Source: an optimization exercise on an open RTL-to-GDS flow (aim: small area, a short achievable clock period and few clock cycles). Production flows keep margins and buffers that such runs may drop.
In this exercise RTL edits were held to simulation tests only and were not proved equivalent to the original.
Power is estimated from default activity; no workload was simulated.

Design rs485_frame_asm, start of the top module:
module rs485_frame_asm (
    input  wire         clk,
    input  wire         rst,
    input  wire [255:0] addr_map,
    input  wire         in_valid,
    input  wire [7:0]   in_data,
    output wire         in_ready,
    output wire         out_valid,
    output wire [7:0]   out_data,
    output wire         out_last,
    input  wire         out_ready,
    output wire         idle
);
Size in the first run: about 2,800 flip-flops, about 80,000 um^2 of cells after synthesis.
clock: 12.0 ns
lec_check: 0
abc_area: 1
cap_margin: 20
core_margin: 2
core_utilization: 60
cts_cluster_diameter: 80
cts_cluster_size: 24
place_density: 0.7
slew_margin: 20
synth_memory_max_bits: 4096
standard.sh (not shown) runs the stock make flow with config.mk's settings and CLKGATE_MAP_FILE= SYNTH_SCRIPT=/design/flow/synth_recipe.tcl, a recipe that flattens the netlist after the stock synthesis.
==> flow/flow/run.sh <==
#!/bin/bash
set -euo pipefail
bash standard.sh SETUP_SLACK_MARGIN=8.25 \
  "BUFFER_PORTS_ARGS=-buffer_cell sky130_fd_sc_hd__buf_1" \
  "CTS_ARGS=-sink_clustering_enable -repair_clock_nets -sink_clustering_size 16 -sink_clustering_max_diameter 60 -dont_use_dummy_load -buf_list sky130_fd_sc_hd__clkbuf_8 -root_buf sky130_fd_sc_hd__clkbuf_16" \
  finish > standard_flow.log 2>&1
Testbench counts at the start, summed over its fixed seeds: cycles 17,077.
==> next run, changes <==
==> flow/flow/run.sh (replaced) <==
#!/bin/bash
set -euo pipefail
bash standard.sh SETUP_SLACK_MARGIN=8.25 \
  "BUFFER_PORTS_ARGS=-buffer_cell sky130_fd_sc_hd__buf_1" \
  "CTS_ARGS=-sink_clustering_enable -repair_clock_nets -sink_clustering_size 16 -sink_clustering_max_diameter 60 -dont_use_dummy_load -buf_list sky130_fd_sc_hd__clkbuf_8" \
  finish > standard_flow.log 2>&1
Settings changed: ABC_AREA 1 to not set.
Effect: The new run produced a clean layout; final area came out higher by 1.2%; wire length came out lower by 4.7%; non-clock buffer count came out higher by 95; power decreases by 2.2%; worst setup slack got worse by 0.10 ns; synthesized cell count fell by 17%; global-route usage shrinks by 1.0 points; critical path depth went down by 3; via count drops by 8.7%; die area shrinks by 0.58%; sequential share of layout area is lower by 0.82 points.
==> next run, changes <==
==> flow/run.sh (new file) <==
#!/bin/bash
# synth_recipe.tcl (not shown) runs the flow's synth.tcl, then flattens the netlist and writes it again
# the make line also repeats each setting of config.mk as NAME=value (left out here)
make -C /OpenROAD-flow-scripts/flow DESIGN_CONFIG=/design/flow/config.mk WORK_HOME=/design/flow/orfs CLKGATE_MAP_FILE= SYNTH_SCRIPT=/design/flow/synth_recipe.tcl finish
Settings changed: ABC_AREA set to 1, SETUP_SLACK_MARGIN set to 5.
removed: flow/flow/run.sh
removed: flow/standard.sh
Effect:
- die area went up by 0.59%
- cell area went up by 0.84%
- area after synthesis went up by 0.59%
- setup slack is worse by 1.4 ns
- sequential power barely changes
- worst hold slack is better by 0.053 ns
- routed wire length went up by 3.2%
- register-to-register slack is worse by 1.5 ns
- clock-buffer cell count went down by 37
- non-clock buffer count went down by 143
- first-iteration DRC count went up by 3.3%
==> next run, changes <==
==> flow/flow/run.sh (new file) <==
#!/bin/bash
set -euo pipefail
bash standard.sh SETUP_SLACK_MARGIN=8 \
  "BUFFER_PORTS_ARGS=-buffer_cell sky130_fd_sc_hd__buf_1" \
  "CTS_ARGS=-sink_clustering_enable -repair_clock_nets -sink_clustering_size 16 -sink_clustering_max_diameter 60 -dont_use_dummy_load -buf_list sky130_fd_sc_hd__clkbuf_8" \
  finish > standard_flow.log 2>&1
==> flow/standard.sh (new file) <==
#!/bin/bash
# synth_recipe.tcl (not shown) runs the flow's synth.tcl, then flattens the netlist and writes it again
# the make line also repeats each setting of config.mk as NAME=value (left out here)
make -C /OpenROAD-flow-scripts/flow DESIGN_CONFIG=/design/flow/config.mk WORK_HOME=/design/flow/orfs CLKGATE_MAP_FILE= SYNTH_SCRIPT=/design/flow/synth_recipe.tcl "${@:-finish}"
Settings changed: SETUP_SLACK_MARGIN 5 to not set.
removed: flow/run.sh
Outcome:
- The changed run finished clean
- final cell count rose slightly
- non-clock buffer count rises by 31
- via count came out higher slightly
==> next run, changes <==
--- a/flow/flow/run.sh
+++ b/flow/flow/run.sh
@@ -2,3 +2,3 @@
 set -euo pipefail
-bash standard.sh SETUP_SLACK_MARGIN=8 \
+bash standard.sh SETUP_SLACK_MARGIN=8.5 \
   "BUFFER_PORTS_ARGS=-buffer_cell sky130_fd_sc_hd__buf_1" \
=> The new run passed the timing, design-rule and antenna checks. Synthesized cell count does not change. Sequential share of layout area fell by 1.5 points. Routed wire length rose by 2.8%. Hold slack gains 0.0090 ns. Total power rose by 2.9%. Utilization rose by 1.4 points.

port drivers added, routing unchanged:
How much do the figures lean on ideal ports? The routed layouts below were timed once more, with nothing changed but the port constraints.
Step 1 (the two cells are an assumption about what drives the block):
set clk [get_ports {clk}]
set_driving_cell -lib_cell sky130_fd_sc_hd__clkbuf_16 $clk
set_driving_cell -lib_cell sky130_fd_sc_hd__buf_2 [delete_from_list [all_inputs] $clk]
Step 2 moves the port delays by t, midway between the first and last clock arrival at a register: inputs arrive t later, outputs are due t later. That takes back most of the time a late clock gives input paths.
a / b / c = ideal / step 1 / step 2; a / b = the first two.
run | shift t [ns] | slack for setup (ns) | hold WS [ns]
the first run | 0.837 | 8.244 / 8.231 / 7.465 | 0.220 / 0.220 / 0.220
the second run | 0.976 | 8.143 / 8.062 / 7.405 | 0.263 / 0.263 / 0.263
the third run | 0.863 | 6.754 / 6.754 / 6.589 | 0.316 / 0.316 / 0.316
the fourth run | 0.977 | 8.010 / 8.010 / 7.153 | 0.259 / 0.259 / 0.259
the fifth run | 0.966 | 8.153 / 8.082 / 7.568 | 0.268 / 0.268 / 0.268
After both steps every run listed still meets setup and hold. For the fourth run, which loses most, drivers alone change the setup slack by 0.000 ns; drivers and shift together by -0.857 ns.
